What follows belongs to an exercise in optimizing a design on an open flow for small area; a production flow would make more cautious choices. Function was checked by simulation only, so behaviour that the tests miss may differ from the original. The flow treats the clock pin as an ideal source, which a real chip does not have. Power figures rest on the tool's default switching activity, not on a simulated workload.

--- design.v ---
module vcsk_channel (
    input  wire        clr,         
    input  wire [4:0]  rst_div,
    input  wire        tick,        
    input  wire        cfg_we,      
    input  wire [4:0]  cfg_div,
    input  wire [3:0]  cfg_mode,
    input  wire [15:0] cfg_vol,
    input  wire [4:0]  divide,
    input  wire [3:0]  mode,
    input  wire [15:0] volume,
    input  wire [5:0]  counter,
    input  wire [3:0]  reg4,
    input  wire [4:0]  reg5,
    output wire [4:0]  n_divide,
    output wire [3:0]  n_mode,
    output wire [15:0] n_volume,
    output wire [5:0]  n_counter,
    output wire [3:0]  n_reg4,
    output wire [4:0]  n_reg5
);
    wire       wrap = (counter > {divide, 1'b0});
    wire       fire = tick & (wrap | (counter == {1'b0, divide}));
    wire       nz5   = (reg5 != 5'd0);
    wire       m8    = (mode == 4'd8);
    wire       st5   = mode[3] ? (mode[2] ? mode[1] : (mode[1] ^ mode[0]))
                               : mode[1];
    wire       nz9   = nz5 | (m8 & (reg4 != 4'd0));
    wire       in5   = m8 ? (reg4[3] ^ reg5[4]) : (reg5[4] ^ reg5[2]);
    wire [5:0] p5    = nz9 ? {reg5, in5} : 6'd1;       
    wire       g31   = (p5[3:0] == 4'h8);
    wire       gb4   = p5[4];
    wire       z4    = (reg4 == 4'd0);
    wire       b_st4 = z4 | (reg4[3] ^ reg4[2]);
    wire       b_dv6 = ~(~reg4[2] & (reg4[2:0] != 3'd0));
    reg        in4;
    reg        go4;
    always @(*) begin
        go4 = 1'b1;
        in4 = 1'b1;
        case (mode)
            4'd0, 4'd11:  in4 = 1'b1;
            4'd1:         in4 = b_st4;
            4'd2:  begin  in4 = b_st4;     go4 = g31; end
            4'd3:  begin  in4 = b_st4;     go4 = gb4; end
            4'd4, 4'd5:   in4 = ~reg4[0];
            4'd6:  begin  in4 = ~reg4[0];  go4 = g31; end
            4'd7:  begin  in4 = ~reg4[0];  go4 = gb4; end
            4'd8, 4'd9:   in4 = p5[5];
            4'd10: begin  in4 = p5[4];     go4 = g31; end
            4'd12, 4'd13: in4 = b_dv6;
            4'd14: begin  in4 = b_dv6;     go4 = g31; end
            default: begin in4 = b_dv6;    go4 = gb4; end
        endcase
    end
    wire       inv4 = mode[3] & mode[2];
    wire [3:0] f4   = {reg4[2:0] ^ {3{inv4}}, in4};
    wire       k     = ~clr;
    wire       w_cfg = cfg_we & k;
    wire       h_cfg = ~cfg_we & k;
    wire       w_inc = tick & ~wrap & k;
    wire       h_cnt = ~tick & k;
    wire       w4    = fire & go4 & k;
    wire       h4    = ~(fire & go4) & k;
    wire       w5    = fire & (st5 | m8) & k;
    wire       h5    = ~(fire & (st5 | m8)) & k;
    assign n_divide  = ({5{w_cfg}} & cfg_div)  | ({5{h_cfg}} & divide) | ({5{clr}} & rst_div);
    assign n_mode    = ({4{w_cfg}} & cfg_mode) | ({4{h_cfg}} & mode);
    assign n_volume  = ({16{w_cfg}} & cfg_vol) | ({16{h_cfg}} & volume);
    assign n_counter = ({6{w_inc}} & (counter + 6'd1)) | ({6{h_cnt}} & counter);
    assign n_reg4    = ({4{w4}} & f4) | ({4{h4}} & reg4);
    assign n_reg5    = ({5{w5}} & p5[4:0]) | ({5{h5}} & reg5);
endmodule
module vcsk_core (
    input  wire        clk,
    input  wire        rst,
    input  wire        cmd_valid,
    output wire        cmd_ready,
    input  wire [31:0] cmd_data,
    output wire        rsp_valid,
    output wire [31:0] rsp_data,
    output wire        rsp_err
);
    localparam NCH = 32;
    localparam W   = 40;    
    reg [NCH*W-1:0] ring;
    reg [4:0]       pos;
    reg             clr;
    reg             inpass;
    reg [15:0]      acc;
    wire [1:0] op  = cmd_data[31:30];
    wire [4:0] ch  = cmd_data[29:25];
    wire refused = ((op == 2'b00) && (cmd_data[29:0] != 30'd0)) ||
                   (op[1] && (cmd_data[24:0] != 25'd0));
    wire hit     = (pos == ch) && !clr;
    wire is_smp  = (op == 2'b00) && !refused;
    wire is_rdc  = (op == 2'b10) && !refused;
    wire is_rda  = (op == 2'b11) && !refused;
    wire running = is_smp && !clr && (inpass || (pos == 5'd0));
    wire tick    = cmd_valid && running;
    assign cmd_ready = refused || (is_smp ? (running && pos == 5'd31) : hit);
    assign rsp_valid = cmd_valid && cmd_ready;
    assign rsp_err   = refused;
    wire [4:0]  h_div  = ring[4:0];
    wire [3:0]  h_mode = ring[8:5];
    wire [15:0] h_vol  = ring[24:9];
    wire [5:0]  h_cnt  = ring[30:25];
    wire [3:0]  h_r4   = ring[34:31];
    wire [4:0]  h_r5   = ring[39:35];
    wire [4:0]  n_div;
    wire [3:0]  n_mode;
    wire [15:0] n_vol;
    wire [5:0]  n_cnt;
    wire [3:0]  n_r4;
    wire [4:0]  n_r5;
    vcsk_channel u_ch (
        .clr      (clr),
        .rst_div  (pos),
        .tick     (tick),
        .cfg_we   (cmd_valid && (op == 2'b01) && hit),
        .cfg_div  (cmd_data[24:20]),
        .cfg_mode (cmd_data[19:16]),
        .cfg_vol  (cmd_data[15:0]),
        .divide   (h_div),
        .mode     (h_mode),
        .volume   (h_vol),
        .counter  (h_cnt),
        .reg4     (h_r4),
        .reg5     (h_r5),
        .n_divide (n_div),
        .n_mode   (n_mode),
        .n_volume (n_vol),
        .n_counter(n_cnt),
        .n_reg4   (n_r4),
        .n_reg5   (n_r5)
    );
    wire [15:0] add_a = acc & {16{inpass}};
    wire [15:0] add_b = (h_vol & {16{(tick && n_r4[3]) || is_rdc}}) |
                        {15'd0, is_rda && h_r4[3]};
    wire [15:0] sum   = add_a + add_b;
    assign rsp_data[15:0]  = sum;
    assign rsp_data[31:16] = is_rdc ? {2'b01, ch, h_div, h_mode} : {16{sum[15]}};
    always @(posedge clk) begin
        ring <= {n_r5, n_r4, n_cnt, n_vol, n_mode, n_div, ring[NCH*W-1:W]};
        acc  <= sum;
        if (rst) begin
            pos    <= 5'd0;
            clr    <= 1'b1;
            inpass <= 1'b0;
        end else begin
            pos    <= pos + 5'd1;
            if (pos == 5'd31)
                clr <= 1'b0;
            inpass <= tick && (pos != 5'd31);
        end
    end
endmodule
--- flow/run.sh ---
#!/bin/bash
# The standard layout (the standard.sh: ORFS with the standard synthesis),
# with two changes to how it is made:
#  - the port buffers are the smallest buffer, buf_1;
#  - clock tree synthesis uses clkbuf_16 for the root and the tree, clusters
#    the flip-flops under clkbuf_8 leaf buffers, and inserts no dummy loads.
# The full output of the ORFS run goes to flow_make.log in this folder.
set -euo pipefail
B8=sky130_fd_sc_hd__clkbuf_8
B16=sky130_fd_sc_hd__clkbuf_16
bash standard.sh \
  "BUFFER_PORTS_ARGS=-buffer_cell sky130_fd_sc_hd__buf_1" \
  "CTS_ARGS=-sink_clustering_enable -repair_clock_nets -buf_list $B8 -root_buf $B16 -tree_buf $B16 -sink_clustering_buffer $B8 -sink_clustering_size 18 -sink_clustering_max_diameter 35 -dont_use_dummy_load" \
  finish > flow_make.log 2>&1
--- standard.sh ---
#!/bin/bash
# synth_recipe.tcl (not shown) runs the flow's synth.tcl, then flattens the netlist and writes it again
# the make line also repeats each setting of config.mk as NAME=value (left out here)
make -C /OpenROAD-flow-scripts/flow DESIGN_CONFIG=/design/flow/config.mk WORK_HOME=/design/flow/orfs CLKGATE_MAP_FILE= SYNTH_SCRIPT=/design/flow/synth_recipe.tcl "${@:-finish}"
--- config.mk ---
export PLATFORM = sky130hd
export DESIGN_NAME = vcsk_core
export DESIGN_NICKNAME = vcsk_core
export VERILOG_FILES = /design/flow/design.v
export SDC_FILE = /design/flow/constraint.sdc
export NUM_CORES = 4
export LEC_CHECK = 0
export CAP_MARGIN = 20
export CORE_MARGIN = 2
export CORE_UTILIZATION = 70
export PLACE_DENSITY = 0.85
export SLEW_MARGIN = 20
--- constraint.sdc ---
create_clock -name core_clock -period 44.0 [get_ports {clk}]
set_input_delay 8.8000 -clock core_clock [delete_from_list [all_inputs] [get_ports {clk}]]
set_output_delay 8.8000 -clock core_clock [all_outputs]
set_load 0.01 [all_outputs]
==> impl.org, run 1 <==
** Setup path
- Startpoint-to-endpoint class of the critical path :: input port to output pin
- CP Capture Type :: output pin
- STA puts the critical path data required time at 35.20 ns.
- Type of origin of the critical path :: input port
- In this run the worst path has a maximum fanout of 16.
- Data on the critical path arrives at its endpoint at 14.07 ns.
- For flop-to-flop paths, the worst setup slack is 38.08 ns.

** Yosys
- Mean instance size in the synthesized netlist :: 16.6 um^2
- Net count after synthesis :: 1810
- Counting flops with a built-in enable in the synthesized netlist gives 0.
- Yosys warning total :: 2
- Async S/R FF share, synth :: 0%
- Among all flip-flop cells after synthesis, the most frequent one is dfxtp_1.
- Cell type with the largest total area after synthesis :: dfxtp_1
- Post-synthesis instance area :: 28900 um^2
- The synthesized design devotes to its leading area cell type 90.3% of total area.
- Post-Syn Instances :: 1745
- Yosys attributes the largest share of cell area to dfxtp_1, ha_1, nand2_1, o21ai_0, nand2b_1.
- The share of the Yosys chip area taken by registers is 90.3%.
- The synthesized netlist contains 62 unique library cells.
- Number of flip-flops and latches in the synthesized netlist :: 1303

** STA
- Upper clock frequency limit :: 0.0437 GHz
- The worst pin sits at a relative slew slack of 27.3%.
- Count of final setup violators :: 0
- Final Cycle Share :: 52.0%
- Worst slew pin tran :: 1.09 ns
- Setup repair after global routing left no endpoint under its margin.
- Setup clock skew after layout :: 0.0641 ns
- TNS Setup :: 0 ns
- Final min period :: 22.87 ns
- Number of slew-limit violations in the final report :: 0
- The final number of hold-violating endpoints came to 0.

** Clocking
- The root buffer cell chosen for the clock tree is clkbuf_16.
- Clock-pin slew was measured on the worst setup and hold paths at 0.10 ns.
- No sink is reached through more buffers than the 3 on the longest clock path.
- # hold bufs at CTS :: 0
- Insertion delay of the later-clocked pin in the worst-skew pair :: 0.60 ns
- The tree built by TritonCTS fans out to 1303 sinks.
- Gates resized during post-CTS repair numbered 0.
- In this run the number of H-tree levels came out at 3.
- Post-CTS Setup Inserts :: 0
- Total clock buffers created by CTS :: 110
- Clock tree from TritonCTS :: yes

** Worst hold path
- Hold Crit Class :: flip-flop to flip-flop

** Global routing
- Entering global routing, the biggest net connects 47 pins.
- The via count of the first global-routing pass is 12900.
- Global-route wire length before repair :: 68.9 mm
- Summed over all layers, the global routing overflow is 0.
- Overall routing resource usage :: 20.9%
- Initial antenna violation count :: 1

** Routing
- Detailed-route vias per instance :: 4.90
- First-pass iteration count of the detailed router :: 5
- Number of vias after detailed routing :: 12000
- After the first detailed-routing iteration, the DRC count stood at 714.
- Detailed-route wire length :: 43.8 mm
- Number of design rule violations left after detail routing :: 0
- Post-detailed-route count of antenna-violating nets :: 0
- Average routed wire per standard cell :: 17.9 um

** Place
- Number of port buffers :: 69
- Routability-driven placement finished with a final weighted congestion of 0.872.
- After legalization and detailed placement, the total HPWL measured 25.5 mm.

** Final layout
- Most common cell after layout, fill and taps aside :: dfxtp_1
- At the end of the flow, the number of nets in the layout was 1978.
- The layout has 2050 filler cells.
- Relative area change from synthesis to final layout :: 8.62%
- Fraction of layout instances using a drive strength above 1 :: 7.54%
- Antenna diode instance count :: 0
- Layout Utilization :: 76.9%
- Commonest non-fill, non-tap cells in the layout :: dfxtp_1, clkbuf_8, nand2_1

** Power
- Part of the total power dissipated in the clock network :: 32.5%
- For this design the static power due to leakage is 12.6 nW.
- Maximum resistive drop on vdd :: 0.0000357 V
- Combinational share of power :: 0.4%
- Net switching is 19.2% of the power.
- Of the total power, registers draw 67.1%.
- In this run the power density over the cells is 56.5 nW/um^2.
- Net switching power of the design :: 0.341 mW
- Total internal power :: 1.43 mW

** Floorplan
- For this design the top-level I/O count stands at 70.
- Once the floorplan was initialized, standard cells occupied 70.8% of the core.
- Chip Width :: 207 um
- Y dimension of the die :: 207 um
- Standard-cell rows :: 74
- The total area inside the core boundary comes to 40800 um^2.
- Area of the die :: 42900 um^2

** Run
- Max capacitance violation total :: 0

** Status
- The flow ran to the end and the layout has no timing, DRC or antenna violations.
## power by group through the flow
stage | Combinational [mW] | Sequential [mW] | Clock, mW
global route | 0.00782 | 1.19 | 0.633
global placement | 0.00654 | 1.22 | 0
detailed placement | 0.00693 | 1.22 | 0
CTS | 0.00726 | 1.19 | 0.591
finish | 0.00730 | 1.19 | 0.576
floorplan | 0.00363 | 1.21 | 0
## layer usage
| metal | up-vias | global-route usage [%] | share of wire (%) |
|---|---|---|---|
| li1 | 5812 | - | - |
| met1 | 5739 | 25.8 | 43 |
| met2 | 292 | 34.5 | 48 |
| met3 | 120 | 5.14 | 5.0 |
| met4 | 0 | 10.7 | 4.1 |
| met5 | - | 0 | 0 |
## layout make-up
class	count	area (um^2)	area share, %
clock buffers	110	1620	5.15
well taps	532	666	2.12
multi-input cells	404	2660	8.46
repair buffers	72	282	0.897
inverters	22	82.6	0.263
flip-flops and latches	1303	26100	83.1
## state kept, by name (all words and copies together) (netlist names)
register,count
acc,16
clr,1
inpass,1
pos,5
ring,1280
## kinds of logic (layout without fill, tap and decap cells)
group | after synthesis | count (layout) | share of synthesized area, %
flip-flops | 1303 | 1303 | 90.3
buffers and inverters | 38 | 204 | 0.559
multiplexers | 4 | 4 | 0.195
AND/OR/NAND/NOR | 236 | 236 | 4.48
AO/OA/AOI/OAI | 107 | 107 | 2.35
XOR/XNOR | 27 | 27 | 0.818
adder cells (fa/ha/maj) | 30 | 30 | 1.33
## final timing paths
kind | start | end | cells past startpoint
worst min-delay path | ring[683]$_DFF_P_ | ring[643]$_DFF_P_ | 0
worst max register to register | ring[5]$_DFF_P_ | acc[14]$_DFF_P_ | 19
worst max-delay path | cmd_data[21] | rsp_data[17] | 15
worst min register to register | ring[683]$_DFF_P_ | ring[643]$_DFF_P_ | 0
## metrics by stage
| step | cell area (um^2) | total power, mW | hold slack [ns] | setup WS (ns) | std cells |
|---|---|---|---|---|---|
| floorplan | 28900 | 1.22 | 0.310 | 22.72 | 1745 |
| global placement | 29800 | 1.22 | 0.310 | 21.63 | 2333 |
| detailed placement | 29800 | 1.22 | 0.312 | 21.33 | 2333 |
| CTS | 31400 | 1.79 | 0.291 | 21.14 | 2443 |
| global route | 31400 | 1.83 | 0.289 | 20.92 | 2443 |
| finish | 31400 | 1.77 | 0.288 | 21.13 | 2443 |
## critical path, stage by stage
cell     delay [ns]
buf_1          0.09
nor4_1         0.72
and3_1         0.41
and2_0         0.34
and4b_1        0.43
a21oi_2        0.28
nor2b_1        0.29
ha_1           0.35
nand3_1        0.14
or4b_4         0.55
and4_4         0.19
nor4_4         0.38
mux2i_4        0.78
nand2_1        0.13
buf_1          0.17
## Yosys cell counts (3+ instances only)
cell type and instances:
and4_1 4, nor3b_1 4, mux2_2 3, nand2b_1 26
a22oi_1 5, nand2_1 72, a21o_1 7, nand4_1 4
nor2b_1 22, ha_1 29, and3_1 5, o31ai_1 7
clkbuf_1 11, a31oi_1 4, xor2_1 9, buf_2 3
inv_1 21, nor3_1 3, a21oi_1 17, nand3_1 10
o21ai_0 46, nor4_1 6, xnor2_1 18, or3_1 3
and2_1 16, nor2_1 31, nand2_2 9, dfxtp_1 1303
nand3b_1 5
==> inputs of run 2 (changes only) <==
--- a/design.v
+++ b/design.v
@@ -135,5 +135,5 @@
         .n_reg5   (n_r5)
     );
-    wire [15:0] add_a = acc & {16{inpass}};
+    wire [15:0] add_a = acc;
     wire [15:0] add_b = (h_vol & {16{(tick && n_r4[3]) || is_rdc}}) |
                         {15'd0, is_rda && h_r4[3]};
@@ -143,5 +143,5 @@
     always @(posedge clk) begin
         ring <= {n_r5, n_r4, n_cnt, n_vol, n_mode, n_div, ring[NCH*W-1:W]};
-        acc  <= sum;
+        acc  <= sum & {16{tick && (pos != 5'd31)}};
         if (rst) begin
             pos    <= 5'd0;
--- a/config.mk
+++ b/config.mk
@@ -6,4 +6,5 @@
 export NUM_CORES = 4
 export LEC_CHECK = 0
+export ABC_AREA = 1
 export CAP_MARGIN = 20
 export CORE_MARGIN = 2
==> run 2 against run 1 <==
Effect of this change: critical endpoint unchanged; sequential power about the same; hold slack got worse by 0.0046 ns; wire length increased by 2.9%; die area decreased by 0.66%; via count increased by 1.0%; maximum frequency increased by 2.7%; largest power group unchanged; register-to-register slack improved by 1.1 ns; highest routed layer is now met5; still clean on timing, DRC and antenna.
==> impl.org, run 2 <==
** Status
- Status :: timing/DRC/antenna clean

** Power
- Leak :: 12.7 nW
- Overall power consumption :: 1.78 mW
- Power density over cell area :: 57.1 nW/um^2
- Maximum resistive drop on vdd :: 0.0000362 V

** Yosys
- Number of flip-flops and latches in the synthesized netlist :: 1303
- Yosys instantiated no cell more often than dfxtp_1.
- During synthesis, Yosys emitted a total of 2 warnings.
- Multiplexer cells account for 0% of the synthesized area.
- Synthesis produced a netlist with a net count of 1854.
- Ranking of synthesized cells by area :: dfxtp_1, nand2_1, ha_1, inv_1, nor2_1
- Top cell types by occurrence after synthesis :: dfxtp_1, nand2_1, inv_1
- Post-Syn Instances :: 1789
- Cell variety after synth :: 46
- Post-Synth XOR/XNOR Area :: 0.671%
- Of the total synthesized cell area, the portion taken by AND, OR, NAND and NOR gates is 3.83%.
- Sequential cells were found to cover 90.9% of the synthesized design area.
- Counting flops with an async set or reset pin after synthesis yields a share of 0%.
- After synthesis, the largest family of logic cells by area is simple AND/OR/NAND/NOR gates.
- Fraction of the mapped netlist area in compound gates :: 1.91%
- Summed over its instances, the top area cell type makes up 90.9% of the synthesized netlist area.
- Cell type with the largest total area after synthesis :: dfxtp_1
- Share of synthesized cell area in full adder, half adder and majority cells :: 1.33%
- The average instance in the mapped netlist occupies 16.0 um^2.
- Number of enable-type register cells in the synthesized netlist :: 0
- In this run the cell area of the synthesized design comes to 28700 um^2.
- In the synthesized netlist the dominant register cell turns out to be dfxtp_1.

** Place
- Placement Cell Area :: 29600 um^2
- Post-detailed-placement half-perimeter wirelength :: 26.0 mm
- OpenSTA, run right after detailed placement, puts the worst setup slack at 21.89 ns.
- Number of port buffers :: 69
- Gpl congestion :: 0.894

** Routing
- In this run, the number of DRC markers left after iteration 0 of detailed routing was 817.
- Post-detailed-route count of antenna-violating nets :: 0
- In the routed design, unresolved DRC markers number 0.
- Summing over every cut layer, the via total after detailed routing is 12100.
- In the final routed layout, each cell accounts on average for 18.1 um.
- Using the TritonRoute via totals, the vias-per-cell ratio works out to 4.85.
- First-pass iteration count of the detailed router :: 5
- After detailed routing, the total wire length is 45.1 mm.

** Final layout
- Reg with most FFs :: ring
- Commonest non-fill, non-tap cells in the layout :: dfxtp_1, nand2_1, clkbuf_8
- Relative area change from synthesis to final layout :: 8.76%
- Antenna diode instance count :: 0
- Count of fill cells added during filler insertion :: 2070
- Largest registers in the final layout :: ring: 1280 flops, acc: 16 flops, pos: 5 flops
- Fraction of layout instances using a drive strength above 1 :: 7.60%
- Flip-flop count of the largest register, all copies and words added :: 1280
- Number of nets in the layout :: 2027
- Most common cell after layout, fill and taps aside :: dfxtp_1
- Post-Layout Inst Area :: 31200 um^2

** Setup path
- Measured in cells, the most critical reg-to-reg path has a length of 30.
- Source of the critical timing path :: cmd_data[16]
- In this run the worst setup path terminates at rsp_data[17].
- The worst register-to-register path begins at ring[5]$_DFF_P_.
- Register-to-Register Setup Slack :: 39.19 ns
- The worst setup path is captured at an output pin.
- By startpoint and endpoint, the worst setup path is classified as input port to output pin.
- Maximum fanout encountered on the critical timing path :: 15
- Worst Path Arrival :: 13.47 ns
- For the worst setup path, the data required time is 35.20 ns.
- Type of origin of the critical path :: input port
- RR Endpoint :: acc[14]$_DFF_P_

** Clocking
- Insertion delay of the later-clocked pin in the worst-skew pair :: 0.60 ns
- The longest clock path from root to sink contains 3 buffers.
- After clock tree synthesis, the repair step resized 0 gates.
- After clock tree synthesis, the flow added hold-fix buffers numbering 0.
- The root buffer cell chosen for the clock tree is clkbuf_16.
- Number of H-tree levels :: 3
- Clock-pin slew of the registers on the worst-case setup and hold paths :: 0.08 ns
- After clock tree synthesis, the setup repair step added 0 buffers.
- Total number of clock tree sinks :: 1303
- TritonCTS built the clock tree.
- In this run, CTS created clock tree buffers numbering 112.

** Floorplan
- Area of the core region :: 40600 um^2
- The die is 206 um wide.
- Number of top-level design ports :: 70
- Standard-cell rows :: 74
- Starting density of the core :: 70.6%
- The floorplan step defined a die boundary enclosing 42600 um^2.
- The floorplan step set the die height to 206 um.

** STA
- The number of slew-limit violations in the final report was 0.
- Worst path setup slack after routing :: 21.73 ns
- Final Cycle Share :: 50.6%
- Number of hold violations in the final report :: 0
- TNS Setup :: 0 ns
- Upper clock frequency limit :: 0.0449 GHz
- Clock skew on the completed layout was measured at 0.0662 ns.
- Count of final setup violators :: 0
- Tightest slew margin relative to the limit :: 30.2%
- The smallest clock period supported by the final layout is computed as 22.27 ns.
- Worst slew pin tran :: 1.02 ns
- Setup repair after global routing left no endpoint under its margin.

** Global routing
- Global-route wire length before repair :: 69.2 mm
- Via count of the first global-routing pass :: 12900
- Summed over all layers, the global routing overflow is 0.
- Entering global routing, the biggest net connects 27 pins.
- Overall routing resource usage :: 22.0%
- The initial antenna violation count came to 4.

** Worst hold path
- The tightest min-delay check is of the flip-flop to flip-flop type.

** Run
- The tool flagged a number of max-cap violations equal to 0.
run 2: changes by cell type in the layout (fill, tap and decap cells not counted), moves of 6 or more:
cell	change
nand3_1	+11
a21o_1	-6
nand2_1	+32
xnor2_1	-14
nand3_2	+6
o22ai_1	+7
nor2_1	+42
nand2b_1	-26
inv_1	+65
and2_1	-16
xor2_1	+9
nor2b_1	-22
nor3_1	+6
run 2: cell families after synthesis:
group	after synthesis
DFF	1303
and+or+nand+nor	242
buffers and inverters	100
AOI/OAI and AO/OA	92
adders and majority gates	30
xor gates and xnor gates	22
run 2: routing by layer:
metal	vias up	share of wire [%]	GRT usage (%)
li1	5832	-	-
met1	5766	43	27.5
met2	333	48	36.4
met3	147	5.2	5.16
met4	6	4.1	10.3
met5	-	0.075	0
run 2: worst min path at each step:
stage | start | to | slack, ns | depth (start not counted)
final | ring[112]$_DFF_P_ | ring[72]$_DFF_P_ | 0.28 | 0
after global routing | ring[112]$_DFF_P_ | ring[72]$_DFF_P_ | 0.28 | 0
after CTS | ring[112]$_DFF_P_ | ring[72]$_DFF_P_ | 0.28 | 0
after detailed placement | ring[296]$_DFF_P_ | ring[256]$_DFF_P_ | 0.31 | 0
after global placement | ring[79]$_DFF_P_ | ring[39]$_DFF_P_ | 0.31 | 0
after floorplan | ring[40]$_DFF_P_ | ring[0]$_DFF_P_ | 0.31 | 0
run 2: cell type report:
cell class                 count  area (um^2)  share of cell area [%]
sequential                  1303        26100                    83.6
tap                          532          666                    2.13
clock buffer                 112         1640                    5.26
timing repair buffer          70          267                   0.854
multi-input combinational    386         2220                    7.12
inverter                      89          334                    1.07
run 2: where the power goes:
part           internal [mW]  switching, mW
logic                0.00254        0.00567
clock network          0.246          0.338
registers               1.19        0.00277
total                   1.43          0.346
run 2: metrics by stage:
step                      hold slack [ns]  util (%)  std cells
after floorplan                     0.310         -       1789
after global placement              0.310      72.8       2380
after detailed placement            0.312      72.8       2380
after CTS                           0.281      76.8       2492
after global routing                0.280      76.8       2492
final                               0.284      76.8       2492
run 2: worst max-delay path, stage by stage:
cell and delay, ns:
buf_1 0.10, nor2_1 0.34, nand2_1 0.12, nor2_1 0.10, nand2_1 0.09, nor2_4 0.16, a21oi_2 0.12, nor3_4 0.61
inv_2 0.15, nand2_2 0.16, inv_1 0.25, nor2_1 0.30, ha_1 0.29, nand3_1 0.08, nand2_1 0.11, nand2_1 0.11
o211ai_2 0.10, a31oi_1 0.27, o21ai_1 0.14, nand2_1 0.14, o21ai_4 0.08, inv_1 0.10, nand3_2 0.10, nand2_4 0.09
nand2_4 0.21, nand2_1 0.17, buf_1 0.17
==> inputs of run 3 (changes only) <==
==> flow/run.sh (replaced) <==
#!/bin/bash
# The standard layout (the standard.sh: ORFS), with these changes to
# how it is made:
#  - synthesis runs flow/synth.tcl: the standard synthesis script with an
#    area-oriented abc script (flow/abc_area.script) and without the
#    adder-cell mapping step, so abc maps the adders with the other logic;
#  - the port buffers are the smallest buffer, buf_1;
#  - clock tree synthesis uses clkbuf_16 for the root and the tree, clusters
#    the flip-flops under clkbuf_8 leaf buffers, and inserts no dummy loads.
# The full output of the ORFS run goes to flow_make.log in this folder.
set -euo pipefail
HERE=$(pwd)
export MY_ABC_SCRIPT=$HERE/flow/abc_area.script
B8=sky130_fd_sc_hd__clkbuf_8
B16=sky130_fd_sc_hd__clkbuf_16
bash standard.sh \
  "SYNTH_SCRIPT=$HERE/flow/synth.tcl" \
  "ADDER_MAP_FILE=" \
  "BUFFER_PORTS_ARGS=-buffer_cell sky130_fd_sc_hd__buf_1" \
  "CTS_ARGS=-sink_clustering_enable -repair_clock_nets -buf_list $B8 -root_buf $B16 -tree_buf $B16 -sink_clustering_buffer $B8 -sink_clustering_size 18 -sink_clustering_max_diameter 35 -dont_use_dummy_load" \
  finish > flow_make.log 2>&1
==> flow/abc_area.script (new file) <==
strash
dc2
dch -f
amap -F 4 -A 8
topo
==> flow/synth.tcl (new file) <==
# The standard synthesis script (synth_recipe.tcl), with one change:
# every abc call runs abc_area.script (beside this file, named by
# MY_ABC_SCRIPT) in place of ORFS's own abc script. The registers, their
# names and cell types are those of the standard synthesis.
proc synth {args} { yosys synth -nofsm -noshare {*}$args }
proc abc {args} {
  set i [lsearch -exact $args -script]
  if {$i >= 0} { set args [lreplace $args [expr {$i + 1}] [expr {$i + 1}] $::env(MY_ABC_SCRIPT)] }
  yosys abc {*}$args
}
source $::env(SCRIPTS_DIR)/synth.tcl
# left out here: clear keep_hierarchy, flatten, clean up, hide names made inside functions, write 1_2_yosys.v
==> run 3 against run 2 <==
Effect of this change: still clean; critical endpoint is now rsp_data[28]; sequential power barely moved; global-route usage rose by 2.2 points; clock power rose by 2%; highest routed layer unchanged; synthesized cell count fell by 7.1%; utilization rose by 0.36 points; largest cell class unchanged; flip-flop and latch count did not move; clock-buffer cell count rose by 4.
==> impl.org, run 3 <==
** Clocking
- Post-CTS Setup Inserts :: 0
- Number of gates resized after cts :: 0
- After clock tree synthesis, the flow added hold-fix buffers numbering 0.
- Clock tree from TritonCTS :: yes
- Root buffer selected by CTS :: clkbuf_16
- Insertion delay of the later-clocked pin in the worst-skew pair :: 0.62 ns
- Total number of clock tree sinks :: 1303
- Longest Clk Path Bufs :: 3
- Total clock buffers created by CTS :: 116
- After clock tree synthesis, the clock-pin slew on the worst setup and hold paths is 0.08 ns.
- Number of H-tree levels :: 3

** STA
- Across all setup checks in the final design, the least slack found is 16.84 ns.
- Number of hold violations in the final report :: 0
- Final Cycle Share :: 61.7%
- The smallest clock period supported by the final layout is computed as 27.16 ns.
- Worst slew pin tran :: 0.813 ns
- Tightest slew margin relative to the limit :: 45.2%
- Worst Hold Margin :: 0.266 ns
- RSZ-0062 raised after global routing :: false
- The number of slew-limit violations in the final report was 0.
- TNS Setup :: 0 ns
- Count of final setup violators :: 0
- Setup clock skew after layout :: 0.0750 ns
- Upper clock frequency limit :: 0.0368 GHz

** Final layout
- Finished Layout Cells :: 2373
- Count of fill cells added during filler insertion :: 1877
- Fraction of layout instances using a drive strength above 1 :: 6.39%
- The area growth from synthesis to layout is 9.46%.
- Leaving out fill and tap cells, the most frequent cell in the layout is dfxtp_1.
- In the layout the commonest cells are dfxtp_1, clkbuf_8, clkinv_1.
- Layout Utilization :: 77.2%
- Reg with most FFs :: ring
- Number of nets in the layout :: 1885
- The repair_antennas step left the layout with diodes totalling 0.
- Largest registers in the final layout :: ring: 1280 flops, acc: 16 flops, pos: 5 flops
- The register with the most flip-flops in the layout has 1280 of them.
- With fillers left out, the area of the finished cells amounts to 30500 um^2.

** Power
- Summed over all nets, the switching power comes to 0.351 mW.
- In this run switching power makes up 19.6% of total power.
- Per report_power, the clock group accounts for 33.4% of the total.
- Total internal power :: 1.44 mW
- Sequential cells account for 66.3% of the total power.
- Maximum resistive drop on vdd :: 0.0000604 V
- Power comes to 1.79 mW.
- Dividing total power by cell area gives a power density of 58.7 nW/um^2.
- Summed over all cells, the static leakage comes to 11.9 nW.
- Combinational logic is responsible for 0.4% of the overall power.

** Status
- The flow ran to the end and the layout has no timing, DRC or antenna violations.

** Floorplan
- Row generation in the floorplan step produced 73 rows.
- Measured along the y axis, the die boundary spans 204 um.
- The region available for standard cell placement spans 39500 um^2.
- Chip Width :: 204 um
- 70 I/O pins were placed.
- Area of the die :: 41400 um^2
- For this configuration, the core starts out at a cell density of 70.5%.

** Routing
- Post-detailed-route count of antenna-violating nets :: 0
- Detailed-route vias per instance :: 5.06
- Before antenna repair, the detailed router went through 5 iterations.
- The first routing iteration left 729 violations.
- Met1 Routed Length :: 19.4 mm
- Summed over all layers, the routed wires come to 48.1 mm.
- Number of vias after detailed routing :: 12000
- DR top layer :: met5
- Met2 wirelength from detailed routing :: 23.7 mm
- In the routed design, unresolved DRC markers number 0.
- In the detailed route, the total length drawn on met3 is 2.74 mm.
- Average routed wire per standard cell :: 20.3 um

** Yosys
- For this run, the number of Yosys warnings is 2.
- Sorting the synthesized cells by how often they occur yields dfxtp_1, clkinv_1, nor2_1.
- dfxtp_1 takes more of the synthesized area than any other cell.
- Synthesis produced a netlist whose cell count is 1662.
- Async S/R FF share, synth :: 0%
- Ranking of synthesized cells by area :: dfxtp_1, clkinv_1, o21ai_0, nor2_1, o22ai_1
- Main synth FF type :: dfxtp_1
- Share of Yosys cell area claimed by the top area cell type :: 93.6%
- Summing the sequential cell areas from Yosys gives 93.6% of the chip area.
- Most repeated cell in the gate-level netlist after synthesis :: dfxtp_1
- Mean instance size in the synthesized netlist :: 16.8 um^2
- Number of enable-type register cells in the synthesized netlist :: 0
- In this run, synthesis produced a sequential element count of 1303.
- Counting every net in the synthesized netlist gives 1697.
- In this run the cell area of the synthesized design comes to 27900 um^2.
- After synthesis, the netlist uses 29 different library cells.

** Setup path
- The slowest stage of the critical path is the nor4_1 cell.
- Startpoint-to-endpoint class of the critical path :: input port to output pin
- The kind of cell with the highest combined delay along the critical path is simple AND/OR/NAND/NOR gates.
- The most numerous cell type found on the critical path is nor2_1.
- The critical path contains buffers and inverters numbering 6 combined.
- STA puts the critical path data required time at 35.20 ns.
- CP Capture Type :: output pin
- Worst Path Arrival :: 18.36 ns
- In this run the worst path has a maximum fanout of 16.
- Type of origin of the critical path :: input port
- For this run, the slowest stage of the critical path takes 0.54 ns.

** Place
- Placement Cell Area :: 28800 um^2
- Number of port buffers :: 69
- Summed over all nets, the half-perimeter wirelength after detailed placement is 27.2 mm.
- Gpl congestion :: 0.847
- At the placement stage, the worst setup path has a slack of 17.80 ns.
- Including well taps, the total number of placed cells is 2257.

** Global routing
- Entering global routing, the biggest net connects 21 pins.
- The initial antenna violation count is 2.
- Global routing used 24.2% of the available tracks.
- The via count of the first global-routing pass came to 13300.
- Global-route wire length before repair :: 74.3 mm
- Summed over all layers, the global routing overflow is 0.

** Run
- Max capacitance violation total :: 0

** Worst hold path
- Hold Crit Class :: flip-flop to flip-flop
[run 3: power groups by stage]
| stage | Combinational (mW) | Clock (mW) | Sequential [mW] |
|---|---|---|---|
| finish | 0.00645 | 0.598 | 1.19 |
| floorplan | 0.00222 | 0 | 1.21 |
| global route | 0.00671 | 0.649 | 1.19 |
| CTS | 0.00633 | 0.610 | 1.19 |
| detailed placement | 0.00586 | 0 | 1.21 |
| global placement | 0.00526 | 0 | 1.21 |
[run 3: area by class of cell]
| cell class | instances | area [um^2] | area share, % |
|---|---|---|---|
| flip-flops and latches | 1303 | 26100 | 85.5 |
| clock buffers | 116 | 1700 | 5.56 |
| multi-input cells | 278 | 1510 | 4.94 |
| well taps | 525 | 657 | 2.15 |
| inverters | 81 | 304 | 0.996 |
| repair buffers | 70 | 267 | 0.873 |
[run 3: final timing paths]
path / from / endpoint / slack [ns] / cells after the start
worst max-delay path: cmd_data[4] / rsp_data[28] / 16.84 / 44
worst min-delay path: ring[593]$_DFF_P_ / ring[553]$_DFF_P_ / 0.27 / 0
worst max register to register: ring[5]$_DFF_P_ / acc[15]$_DFF_P_ / 36.01 / 41
worst min register to register: ring[593]$_DFF_P_ / ring[553]$_DFF_P_ / 0.27 / 0
[run 3: cells by family (layout without fill, tap and decap cells)]
group,Yosys count,after routing,synth area share (%)
DFF,1303,1303,93.6
xor gates and xnor gates,2,2,0.0628
buffers and inverters,81,267,1.09
and+or+nand+nor,128,128,2.03
AOI/OAI and AO/OA,148,148,3.26
[run 3: metal layers]
layer  vias up  GRT usage [%]
met5         -              0
met4         2           12.4
met3       185           6.12
met2       484           40.4
met1      5763           29.3
li1       5584              -
==> inputs of run 4 (changes only) <==
==> flow/run.sh (replaced) <==
#!/bin/bash
# The standard layout (the standard.sh: ORFS), with these changes to
# how it is made:
#  - synthesis runs flow/synth.tcl: the standard synthesis script with an
#    area-oriented abc script (flow/abc_area.script) and without the
#    adder-cell mapping step, so abc maps the adders with the other logic;
#  - the port buffers are the smallest buffer, buf_1;
#  - clock tree synthesis uses clkbuf_16 for the root and the tree, clusters
#    the flip-flops under clkbuf_8 leaf buffers, and inserts no dummy loads;
#    then flow/post_cts.tcl upsizes the leaf buffers whose flip-flops see a
#    clock slew above 112 ps (placement estimate) to clkbuf_16.
# The full output of the ORFS run goes to flow_make.log in this folder.
set -euo pipefail
HERE=$(pwd)
export MY_ABC_SCRIPT=$HERE/flow/abc_area.script
export LEAF_SLEW_TARGET=0.112
B8=sky130_fd_sc_hd__clkbuf_8
B16=sky130_fd_sc_hd__clkbuf_16
bash standard.sh \
  "SYNTH_SCRIPT=$HERE/flow/synth.tcl" \
  "ADDER_MAP_FILE=" \
  "BUFFER_PORTS_ARGS=-buffer_cell sky130_fd_sc_hd__buf_1" \
  "CTS_ARGS=-sink_clustering_enable -repair_clock_nets -buf_list $B8 -root_buf $B16 -tree_buf $B16 -sink_clustering_buffer $B8 -sink_clustering_size 22 -sink_clustering_max_diameter 40 -dont_use_dummy_load" \
  "POST_CTS_TCL=$HERE/flow/post_cts.tcl" \
  finish > flow_make.log 2>&1
==> flow/post_cts.tcl (new file) <==
# Sourced by ORFS at the end of its CTS step (POST_CTS_TCL).
# Upsize clock leaf buffers whose sinks see a slow clock edge.
proc my_leaf_max_slew {inst} {
  set out [get_pins -of_objects $inst -filter "direction==output"]
  set mx 0.0
  foreach p [get_pins -of_objects [get_nets -of_objects $out] -filter "direction==input"] {
    set s [get_property $p slew_max]
    if {$s > $mx} { set mx $s }
  }
  return $mx
}
set my_target [expr {[info exists ::env(LEAF_SLEW_TARGET)] ? $::env(LEAF_SLEW_TARGET) : 0.100}]
for {set it 0} {$it < 3} {incr it} {
  estimate_parasitics -placement
  set n 0
  foreach inst [get_cells clkbuf_*] {
    set ref [get_property $inst ref_name]
    if {$ref eq "sky130_fd_sc_hd__clkbuf_16"} continue
    if {[my_leaf_max_slew $inst] > $my_target} {
      if {$ref eq "sky130_fd_sc_hd__clkbuf_8"} { set to sky130_fd_sc_hd__clkbuf_16 } else { set to sky130_fd_sc_hd__clkbuf_8 }
      replace_cell $inst $to
      incr n
    }
  }
  puts "post_cts: pass $it upsized $n clock buffers"
  if {$n == 0} break
  detailed_placement
}
estimate_parasitics -placement
--- a/flow/synth.tcl
+++ b/flow/synth.tcl
@@ -1,5 +1,6 @@
 # The standard synthesis script (synth_recipe.tcl), with one change:
 # every abc call runs abc_area.script (beside this file, named by
-# MY_ABC_SCRIPT) in place of ORFS's own abc script. The registers, their
+# MY_ABC_SCRIPT) in place of ORFS's own abc script, and does not map to
+# o22ai_1 (abc's mapper tends to use it with an inverter on each input). The registers, their
 # names and cell types are those of the standard synthesis.
 proc synth {args} { yosys synth -nofsm -noshare {*}$args }
@@ -7,4 +8,5 @@
   set i [lsearch -exact $args -script]
   if {$i >= 0} { set args [lreplace $args [expr {$i + 1}] [expr {$i + 1}] $::env(MY_ABC_SCRIPT)] }
+  lappend args -dont_use sky130_fd_sc_hd__o22ai_1
   yosys abc {*}$args
 }
==> run 4 against run 3 <==
Effect of this change: critical path depth is 2 lower; maximum frequency is 3.6% lower; sequential power hardly changed; sequential share of layout area is 0.44 points higher; non-clock buffer count is 2 higher; via count is 0.30% lower; worst setup slack worse by 1.0 ns; area after synthesis is 0.12% lower; global-route usage is 0.12 points higher; die area is 0.12% lower; final area is 0.51% lower; utilization is 0.21 points lower; largest cell class unchanged; highest routed layer unchanged.
==> impl.org, run 4 <==
** Status
- Status :: timing/DRC/antenna clean

** Clocking
- Insertion delay of the later-clocked pin in the worst-skew pair :: 0.60 ns
- Total number of clock tree sinks :: 1303
- TritonCTS built the clock tree.
- Clock-pin slew was measured on the worst setup and hold paths at 0.11 ns.

** STA
- Final min period :: 28.17 ns
- TNS Setup :: 0 ns
- Setup repair after global routing left no endpoint under its margin.
- Worst slew pin tran :: 0.956 ns
- Count of final setup violators :: 0
- Upper clock frequency limit :: 0.0355 GHz
- The worst pin sits at a relative slew slack of 35.7%.
- Worst Hold Margin :: 0.281 ns
- The final number of hold-violating endpoints was 0.
- Final Cycle Share :: 64.0%
- Number of slew-limit violations in the final report :: 0
- Between clock sinks in the finished design, the worst skew comes to 0.0573 ns.

** Final layout
- Largest registers in the final layout :: ring: 1280 flops, acc: 16 flops, pos: 5 flops
- After routing the design area is 30400 um^2.
- Total area of sequential cells :: 26100 um^2
- Number of nets in the layout :: 1836
- Fraction of layout instances using a drive strength above 1 :: 5.45%
- The filler cells instantiated in the layout total 1919.
- Most common cell after layout, fill and taps aside :: dfxtp_1
- More flip-flops sit in one register than any other, and that register is ring.
- Flip-flop count of the largest register, all copies and words added :: 1280
- Commonest non-fill, non-tap cells in the layout :: dfxtp_1, buf_1, clkbuf_8
- Relative area change from synthesis to final layout :: 9.03%
- Area of the multi-input gates :: 1560 um^2

** Run
- Max-cap violations in this run came to 0.

** Routing
- The first TritonRoute pass finished after 8 iterations.
- Average routed wire per standard cell :: 21.1 um
- Detailed-route wire length :: 49.0 mm
- Post-detailed-route count of antenna-violating nets :: 0
- After detailed routing, the number of vias per cell comes to 5.15.
- Number of design rule violations left after detail routing :: 0
- Number of vias after detailed routing :: 12000
- The first routing iteration left 1068 violations.

** Floorplan
- Standard-cell rows :: 73
- Area of the core region :: 39500 um^2
- During I/O placement, the number of pins put on the boundary was 70.
- Chip Width :: 203 um
- The floorplan step defined a die boundary enclosing 41400 um^2.
- For this configuration, the core starts out at a cell density of 70.6%.
- In this run the vertical extent of the chip is 203 um.

** Setup path
- Startpoint-to-endpoint class of the critical path :: input port to output pin
- Worst Path Arrival :: 19.37 ns
- Along the worst path, the maximum fanout reaches 22.
- On the critical path, the stage with the largest delay is an instance of nor4_1.
- Among the stages of the critical path, the cell type that occurs most often is nor2_1.
- For this run, the slowest stage of the critical path takes 0.76 ns.
- The worst setup path is captured at an output pin.
- Type of origin of the critical path :: input port
- For the worst setup path, the data required time is 35.20 ns.

** Power
- Power density over cell area :: 58.4 nW/um^2
- Leak :: 11.9 nW
- VDD sags by at most 0.0000424 V.

** Place
- Gpl congestion :: 0.906
- Once placement finished, the instance area stood at 28800 um^2.
- Number of port buffers :: 69
- Post-detailed-placement half-perimeter wirelength :: 25.7 mm

** Global routing
- Overall routing resource usage :: 24.3%
- Global-route wire length before repair :: 74.1 mm
- Initial antenna violation count :: 2
- Entering global routing, the biggest net connects 26 pins.
- Final global-route overflow total :: 0
- Via count of the first global-routing pass :: 12800

** Yosys
- Yosys warning total :: 2
- Cell type with the largest total area after synthesis :: dfxtp_1
- Of all flip-flops after synthesis, the portion carrying an async set or reset was 0%.
- After synthesis, the most frequently instantiated cells are dfxtp_1, clkinv_1, nor2_1.
- Ranking of synthesized cells by area :: dfxtp_1, o21ai_0, a22o_1, clkinv_1, nor2_1
- Main synth FF type :: dfxtp_1
- Number of flip-flops and latches in the synthesized netlist :: 1303
- The share of the Yosys chip area taken by registers is 93.7%.
- Mean instance size in the synthesized netlist :: 17.0 um^2
- Post-synthesis instance area :: 27800 um^2
- Number of enable-type register cells in the synthesized netlist :: 0
- The synthesized design devotes to its leading area cell type 93.7% of total area.
- Counting every net in the synthesized netlist gives 1670.
- Among all cell types in the netlist, the one instantiated most often is dfxtp_1.
- The netlist uses 31 different library cells.
- Post-Syn Instances :: 1635

** Worst hold path
- Hold Crit Class :: flip-flop to flip-flop
==> run 4: per-stage QoR <==
stage | std cells | worst slack [ns] | total power [mW] | utilization, %
3_3_place_gp | 2232 | 19.04 | 1.22 | 73.0
3_5_place_dp | 2232 | 17.63 | 1.22 | 73.0
2_1_floorplan | 1635 | 19.56 | 1.22 | -
6_report | 2325 | 15.83 | 1.77 | 76.9
5_1_grt | 2324 | 15.59 | 1.82 | 76.9
==> run 4: final timing paths <==
kind | startpoint | endpoint | slack, ns | depth (start not counted)
worst max-delay path | cmd_data[14] | rsp_data[21] | 15.83 | 42
worst min register to register | ring[712]$_DFF_P_ | ring[672]$_DFF_P_ | 0.28 | 0
worst max register to register | ring[8]$_DFF_P_ | acc[15]$_DFF_P_ | 34.17 | 40
worst min-delay path | ring[712]$_DFF_P_ | ring[672]$_DFF_P_ | 0.28 | 0
==> run 4: critical path, delay by kind of cell <==
family / cells / cell delay (ns)
buffers and inverters: 6 / 1.63
and+or+nand+nor: 20 / 5.43
AOI/OAI and AO/OA: 16 / 3.52
==> run 4: final cells by class <==
type                            instances  share of cell area [%]
Antenna cell                            1                 0.00824
Clock buffer                           92                    5.13
Inverter                               57                   0.705
Multi-Input combinational cell        275                    5.15
Sequential cell                      1303                    85.9
Tap cell                              525                    2.16
Timing Repair Buffer                   72                   0.927
==> run 4: cell families (layout without fill, tap and decap cells) <==
logic type,count (synthesis),in the layout,share of synthesized area [%]
DFF,1303,1303,93.7
AOI/OAI and AO/OA,148,148,3.48
and+or+nand+nor,126,126,2.04
buffers and inverters,57,221,0.768
xor gates and xnor gates,1,1,0.0315
other,0,1,0
==> run 4: power breakdown <==
group	switching (mW)	internal, mW
registers	0.00221	1.18
logic	0.00447	0.00179
clock network	0.339	0.241
==> run 4: metal layers <==
layer | up-vias | share of wire [%] | routed length [um] | global-route usage, %
met3 | 236 | 6.7 | 3290 | 6.15
li1 | 5495 | - | - | -
met2 | 585 | 47 | 22800 | 38.8
met5 | - | 0.047 | 23 | 0.357
met4 | 4 | 5.7 | 2790 | 14.3
met1 | 5662 | 41 | 20100 | 30.2
==> inputs of run 5 (changes only) <==
--- a/flow/run.sh
+++ b/flow/run.sh
@@ -21,5 +21,5 @@
   "ADDER_MAP_FILE=" \
   "BUFFER_PORTS_ARGS=-buffer_cell sky130_fd_sc_hd__buf_1" \
-  "CTS_ARGS=-sink_clustering_enable -repair_clock_nets -buf_list $B8 -root_buf $B16 -tree_buf $B16 -sink_clustering_buffer $B8 -sink_clustering_size 22 -sink_clustering_max_diameter 40 -dont_use_dummy_load" \
+  "CTS_ARGS=-sink_clustering_enable -repair_clock_nets -buf_list $B8 -root_buf $B16 -tree_buf $B16 -sink_clustering_buffer $B8 -sink_clustering_size 30 -sink_clustering_max_diameter 55 -dont_use_dummy_load" \
   "POST_CTS_TCL=$HERE/flow/post_cts.tcl" \
   finish > flow_make.log 2>&1
==> run 5 against run 4 <==
Effect of this change: clock skew shrank 0.014 ns; still clean on timing, DRC and antenna; maximum frequency rose by 2.1%; via count down 1.4%; critical path type unchanged; area after synthesis stayed put; flip-flop and latch count stayed put; critical path depth unchanged; register-to-register slack improved by 0.49 ns; wire length fell by 4.4%.
==> impl.org, run 5 <==
** Status
- Status :: timing/DRC/antenna clean

** Floorplan
- The die is 203 um tall.
- Pin placement for this block handled 70 I/O pins.
- In this run the standard cell core region covers 39500 um^2.
- Starting density of the core :: 70.6%
- Chip Width :: 203 um
- Row generation in the floorplan step produced 73 rows.
- Area of the die :: 41400 um^2

** STA
- TNS Setup :: 0 ns
- Final Cycle Share :: 62.7%
- Tightest slew margin relative to the limit :: 32.4%
- Between clock sinks in the finished design, the worst skew comes to 0.0431 ns.
- Final min period :: 27.60 ns
- RSZ-0062 raised after global routing :: false
- Setup violations remaining at the end of the flow were counted as 0.
- Number of slew-limit violations in the final report :: 0
- Upper clock frequency limit :: 0.0362 GHz
- For the pin with the worst max-slew slack, the measured transition is 1.00 ns.
- Number of hold violations in the final report :: 0

** Setup path
- By startpoint and endpoint, the worst setup path is classified as input port to output pin.
- Type of origin of the critical path :: input port
- On the worst path, the slowest cell contributes a delay of 0.86 ns.
- Worst Path Arrival :: 18.80 ns
- Worst Path Required :: 35.20 ns
- CP Capture Type :: output pin
- On the critical path, the stage with the largest delay is an instance of nor4_1.
- Of all nets on the critical path, the largest fanout is 22.
- Top cell by count, worst path :: nor2_1

** Routing
- Dividing the detail-routed via count by the number of cells gives 5.16.
- Number of design rule violations left after detail routing :: 0
- In the final routed layout, each cell accounts on average for 20.5 um.
- Detailed-route wire length :: 46.8 mm
- Number of vias after detailed routing :: 11800
- First-pass iteration count of the detailed router :: 7
- Number of DRC markers after the initial detailed-route iteration :: 931
- Once detail routing completed, the nets flagged for antenna violations numbered 0.

** Clocking
- Total number of clock tree sinks :: 1303
- Clock-pin slew of the registers on the worst-case setup and hold paths :: 0.11 ns
- TritonCTS built the clock tree.
- Insertion delay of the later-clocked pin in the worst-skew pair :: 0.62 ns

** Yosys
- Counting flops with a built-in enable in the synthesized netlist gives 0.
- Sorting the synthesized cells by area gives the leading types as dfxtp_1, o21ai_0, a22o_1, clkinv_1, nor2_1.
- When the netlist entered floorplanning its net count stood at 1670.
- Number of flip-flops and latches in the synthesized netlist :: 1303
- Cell type with the largest total area after synthesis :: dfxtp_1
- For this run, the leading register cell type out of synthesis is dfxtp_1.
- Seq/Total Area, Yosys :: 93.7%
- Of all flip-flops after synthesis, the portion carrying an async set or reset was 0%.
- Yosys printed 2 warnings.
- The mapped netlist covers 27800 um^2.
- Among all cell types in the netlist, the one instantiated most often is dfxtp_1.
- After technology mapping, the gate count stands at 1635.
- Share of Yosys cell area claimed by the top area cell type :: 93.7%
- Cell variety after synth :: 31
- The commonest cells after synthesis are dfxtp_1, clkinv_1, nor2_1.
- The average instance in the mapped netlist occupies 17.0 um^2.

** Final layout
- Counting flops per register, the top entry is ring.
- Cells with a size suffix above 1 make up 3.30% of the layout.
- Summing all flip-flop and latch instances after layout gives 26100 um^2.
- The register with the most flip-flops in the layout has 1280 of them.
- Measured on the finished design, the core utilization comes to 76.2%.
- Relative area change from synthesis to final layout :: 7.94%
- The library cell used most frequently in the layout, excluding fill and tap cells, is dfxtp_1.
- The library cells used most frequently in the layout, excluding fill and tap cells, are dfxtp_1, buf_1, clkinv_1.
- The net count of the finished layout is 1797.
- Largest registers in the final layout :: ring: 1280 flops, acc: 16 flops, pos: 5 flops
- Counting the fill cells in the layout gives 1977.
- Area of the multi-input gates :: 1560 um^2

** Run
- Max capacitance violation total :: 0

** Global routing
- Initial antenna violation count :: 4
- Pin count of the biggest net entering global routing :: 31
- The via count of the first global-routing pass is 12200.
- The first global-routing pass estimated 70.8 mm of wire.
- Global routing used 23.1% of the available tracks across all layers.
- After global routing the overflow that remains totals 0.

** Place
- The congestion estimate from routability-driven global placement came to 0.906.
- Number of port buffers :: 69
- Post-detailed-placement half-perimeter wirelength :: 25.7 mm

** Power
- Power spread over the standard cell area amounts to 57.2 nW/um^2.
- VDD sags by at most 0.0000444 V.
- For this design the static power due to leakage is 11.7 nW.

** Worst hold path
- Hold Crit Class :: flip-flop to flip-flop
==> run 5: cell counts after synthesis <==
Identical to the previous run, type by type.
==> run 5: cell type report <==
class,instances,share of cell area (%)
multi-input cells,275,5.18
inverters,57,0.712
flip-flops and latches,1303,86.8
well taps,525,2.19
clock buffers,53,4.19
repair buffers,72,0.937
diodes,2,0.0167
==> run 5: worst max-delay path: cells and delay by family <==
family / cells / cell delay (ns)
compound gates: 16 / 3.35
buf+inv: 6 / 1.45
simple gates: 20 / 5.19
==> run 5: per-layer routing <==
layer	wire length (um)	global-route usage, %	vias up	share of wire (%)
li1	-	-	5411	-
met3	3180	5.74	231	6.8
met5	59	0.238	-	0.13
met1	19400	29.6	5605	42
met2	21500	36.3	555	46
met4	2700	12.8	8	5.8
==> run 5: power by group <==
part / switching, mW / total [mW] / internal (mW)
clock: 0.321 / 0.526 / 0.205
sequential: 0.00233 / 1.19 / 1.19
combinational: 0.00429 / 0.00607 / 0.00178
==> run 5: stage by stage <==
| step | cells | worst slack [ns] | cell area (um^2) | hold WS [ns] | total power [mW] |
|---|---|---|---|---|---|
| 2_1_floorplan | 1635 | 19.56 | 27800 | 0.310 | 1.22 |
| 3_3_place_gp | 2232 | 19.04 | 28800 | 0.310 | 1.22 |
| 3_5_place_dp | 2232 | 17.63 | 28800 | 0.312 | 1.22 |
| 5_1_grt | 2285 | 15.86 | 30100 | 0.300 | 1.76 |
| 6_report | 2287 | 16.40 | 30100 | 0.295 | 1.72 |
==> run 5: cells by family after synthesis <==
kind of cell              share of synthesized area, %
buffers and inverters                            0.768
xor gates and xnor gates                        0.0315
AOI/OAI and AO/OA                                 3.48
and+or+nand+nor                                   2.04
DFF                                               93.7
==> run 5: final timing paths <==
check / start / to / cells past startpoint / slack, ns
worst max-delay path: cmd_data[18] / rsp_data[27] / 42 / 16.40
worst min-delay path: ring[271]$_DFF_P_ / ring[231]$_DFF_P_ / 0 / 0.30
worst max register to register: ring[8]$_DFF_P_ / acc[15]$_DFF_P_ / 40 / 34.66
worst min register to register: ring[271]$_DFF_P_ / ring[231]$_DFF_P_ / 0 / 0.30
==> inputs of run 6 (changes only) <==
--- a/flow/run.sh
+++ b/flow/run.sh
@@ -21,5 +21,5 @@
   "ADDER_MAP_FILE=" \
   "BUFFER_PORTS_ARGS=-buffer_cell sky130_fd_sc_hd__buf_1" \
-  "CTS_ARGS=-sink_clustering_enable -repair_clock_nets -buf_list $B8 -root_buf $B16 -tree_buf $B16 -sink_clustering_buffer $B8 -sink_clustering_size 30 -sink_clustering_max_diameter 55 -dont_use_dummy_load" \
+  "CTS_ARGS=-sink_clustering_enable -repair_clock_nets -buf_list $B8 -root_buf $B16 -tree_buf $B16 -sink_clustering_buffer $B8 -sink_clustering_size 32 -sink_clustering_max_diameter 55 -dont_use_dummy_load" \
   "POST_CTS_TCL=$HERE/flow/post_cts.tcl" \
   finish > flow_make.log 2>&1
==> run 6 against run 5 <==
Effect of this change: still clean on timing, DRC and antenna; hold slack better by 0.011 ns; register-to-register slack better by 0.09 ns; via count down 1.7%; utilization is 0.095 points lower; clock-buffer cell count fell by 2; critical path depth unchanged; final cell count grew 0.13%; wire length decreased by 3.2%; clock power down 2%; area after synthesis is the same; largest cell class unchanged; highest routed layer unchanged.
==> impl.org, run 6 <==
** Status
- The flow ran to the end and the layout has no timing, DRC or antenna violations.

** Run
- Across the run, the number of max-cap violations was 0.

** STA
- Final Cycle Share :: 62.9%
- At the pin with the least slew margin, the transition time is 1.16 ns.
- Headroom to the max-slew limit came out at 22.3%.
- Hold is met by 0.306 ns.
- For the final database, setup skew stands at 0.0400 ns.
- Adding up every negative setup slack in the final design gives 0 ns.
- Timing would allow up to 0.0362 GHz.
- Count of final setup violators :: 0
- The final number of hold-violating endpoints came to 0.
- Subtracting the final worst setup slack from the clock period gives 27.66 ns.
- The number of slew-limit violations in the final report came to 0.
- Setup repair after global routing left no endpoint under its margin.

** Routing
- Post-detailed-route count of antenna-violating nets :: 0
- For this block, the initial DRC count from the detailed router was 758.
- Number of vias after detailed routing :: 11600
- Detailed-route wire length :: 45.3 mm
- First-pass iteration count of the detailed router :: 7
- Number of design rule violations left after detail routing :: 0
- Average routed wire per standard cell :: 19.8 um
- Detailed-route vias per instance :: 5.07

** Power
- Part of the total power dissipated in the clock network :: 30.1%
- In this run the power density over the cells is 56.9 nW/um^2.
- For this design the total switching power over the nets is 0.323 mW.
- Combinational share of power :: 0.4%
- VDD sags by at most 0.0000431 V.
- Per report_power, the sequential group accounts for 69.5% of the total.
- Total internal power :: 1.38 mW
- Net switching is 18.9% of the power.
- Leak :: 11.7 nW

** Yosys
- Cell type with the largest total area after synthesis :: dfxtp_1
- In the synthesized netlist the async set-or-reset flop fraction comes to 0%.
- Post-Syn Instances :: 1635
- In the synthesized netlist the dominant register cell turns out to be dfxtp_1.
- The average instance in the mapped netlist occupies 17.0 um^2.
- Seq/Total Area, Yosys :: 93.7%
- Yosys warning total :: 2
- Synthesis produced a netlist with a net count of 1670.
- Top cell types by occurrence after synthesis :: dfxtp_1, clkinv_1, nor2_1
- Counting flops with a built-in enable in the synthesized netlist gives 0.
- Yosys mapped the design onto 31 distinct sky130hd cell types.
- Summing every instance area after synthesis gives 27800 um^2.
- Most repeated cell in the gate-level netlist after synthesis :: dfxtp_1
- Summed over its instances, the top area cell type makes up 93.7% of the synthesized netlist area.
- Number of flip-flops and latches in the synthesized netlist :: 1303
- By area the synthesized netlist is led by dfxtp_1, o21ai_0, a22o_1, clkinv_1, nor2_1.

** Global routing
- Final global-route overflow total :: 0
- Overall routing resource usage :: 22.2%
- Global-route wire length before repair :: 68.6 mm
- The via count of the first global-routing pass was 12000.
- Entering global routing, the biggest net connects 33 pins.
- The initial antenna violation count was 5.

** Floorplan
- Chip Width :: 203 um
- Area of the die :: 41400 um^2
- After floorplanning, the core was sized to cover 39500 um^2.
- The floorplan has 73 rows.
- Number of top-level design ports :: 70
- Y dimension of the die :: 203 um
- Starting density of the core :: 70.6%

** Final layout
- Count of fill cells added during filler insertion :: 1997
- Commonest non-fill, non-tap cells in the layout :: dfxtp_1, buf_1, clkinv_1
- Summing all non-filler instances in the final layout gives an area of 30000 um^2.
- Most common cell after layout, fill and taps aside :: dfxtp_1
- Fraction of layout instances using a drive strength above 1 :: 3.19%
- Relative area change from synthesis to final layout :: 7.80%
- Reg with most FFs :: ring
- Flip-flop count of the largest register, all copies and words added :: 1280
- The net count of the finished layout is 1795.
- The largest registers in the layout are ring: 1280 flops, acc: 16 flops, pos: 5 flops.

** Setup path
- Type of origin of the critical path :: input port
- The kind of cell with the highest combined delay along the critical path is simple AND/OR/NAND/NOR gates.
- At the worst endpoint, the required time is 35.20 ns.
- The worst setup path is of the input port to output pin kind.
- CP Capture Type :: output pin
- The worst register-to-register path has a setup slack of 34.75 ns.
- Critical path buffers and inverters :: 6
- On the critical path, the stage with the largest delay is an instance of nor4_1.
- At the worst endpoint, the arrival time is 18.86 ns.
- For this run, the slowest stage of the critical path takes 0.98 ns.
- By instance count, the cell type seen most on the critical path is nor2_1.
- In this run the worst path has a maximum fanout of 22.

** Place
- Summed over all nets, the half-perimeter wirelength after detailed placement is 25.7 mm.
- Placement Cell Area :: 28800 um^2
- Gpl congestion :: 0.906
- Port buffering added 69 buffers.

** Clocking
- Clock tree synthesis found a total of 1303 sinks.
- Clock-pin slew of the registers on the worst-case setup and hold paths :: 0.11 ns
- Clock tree from TritonCTS :: yes
- Insertion delay of the later-clocked pin in the worst-skew pair :: 0.62 ns

** Worst hold path
- Hold Crit Class :: flip-flop to flip-flop
## run 6: cell counts after synthesis
Identical to the previous run, type by type.
## run 6: layer usage
metal  part of all wire, %  global-route usage, %
met5                 0.015                      0
met4                   5.7                   13.2
met3                   6.0                   5.21
met2                    45                   34.4
met1                    43                   29.0
## run 6: path summary, 6_finish.rpt
path / end / startpoint / cells after the start
worst min-delay path: ring[882]$_DFF_P_ / ring[922]$_DFF_P_ / 0
worst max register to register: acc[15]$_DFF_P_ / ring[8]$_DFF_P_ / 40
worst max-delay path: rsp_data[27] / cmd_data[18] / 42
worst min register to register: ring[882]$_DFF_P_ / ring[922]$_DFF_P_ / 0
## run 6: kinds of logic (layout without fill, tap and decap cells)
logic type,Yosys count,count (layout),synth area share [%]
xor+xnor,1,1,0.0315
flops,1303,1303,93.7
compound gates,148,148,3.48
other cells,0,7,0
simple gates,126,126,2.04
buf+inv,57,180,0.768
## run 6: power groups by stage
stage	combinational [mW]	sequential, mW	clock (mW)
finish	0.00621	1.19	0.514
global route	0.00637	1.19	0.557
detailed placement	0.00557	1.21	0
global placement	0.00503	1.21	0
floorplan	0.00205	1.21	0
## run 6: per-stage QoR
step	power (mW)	utilization, %	instances	setup slack, ns
after floorplan	1.22	-	1635	19.56
after global placement	1.22	73.0	2232	19.04
after global routing	1.75	76.0	2283	15.99
after detailed placement	1.22	73.0	2232	17.63
final	1.71	76.1	2290	16.34
## run 6: layout make-up
type	instances	area, um^2	share of cell area, %
Sequential cell	1303	26100	86.9
Multi-Input combinational cell	275	1560	5.18
Clock buffer	51	1210	4.03
Tap cell	525	657	2.19
Timing Repair Buffer	72	282	0.938
Inverter	57	214	0.713
Antenna cell	7	17.5	0.0584

## port drivers added, routing unchanged
Ports are ideal in the flow. The routed layouts listed here were re-timed in OpenROAD.
Step 1 assumes that a clkbuf_16 drives the clock port and a buf_2 every other input.
Step 2, shift: input delay + t, output delay - t, t = (earliest + latest rising clock arrival at the registers) / 2. This alone moves slack from input paths to output paths.
Slacks: no drivers / after step 1 / after step 2; pairs: no drivers / after step 1.
run	t, ns	setup slack, ns	hold slack, ns	latest minus earliest clock arrival (ns)	worst register clock-pin slew, ns
run 1	0.625	21.129 / 21.104 / 21.104	0.288 / 0.288 / 0.288	0.065 / 0.064	0.11 / 0.11
run 2	0.623	21.729 / 21.701 / 21.701	0.284 / 0.284 / 0.284	0.073 / 0.073	0.11 / 0.11
run 3	0.627	16.840 / 16.817 / 16.817	0.266 / 0.266 / 0.266	0.098 / 0.099	0.10 / 0.10
run 4	0.629	15.827 / 15.799 / 15.799	0.281 / 0.281 / 0.281	0.079 / 0.079	0.11 / 0.11
run 5	0.643	16.400 / 16.369 / 16.369	0.295 / 0.295 / 0.295	0.065 / 0.066	0.11 / 0.11
run 6	0.651	16.341 / 16.303 / 16.303	0.306 / 0.306 / 0.306	0.053 / 0.052	0.11 / 0.11
After both steps setup and hold are still met in every run listed. For run 6, which loses most, drivers alone change the setup slack by -0.038 ns; drivers and shift together by -0.038 ns.
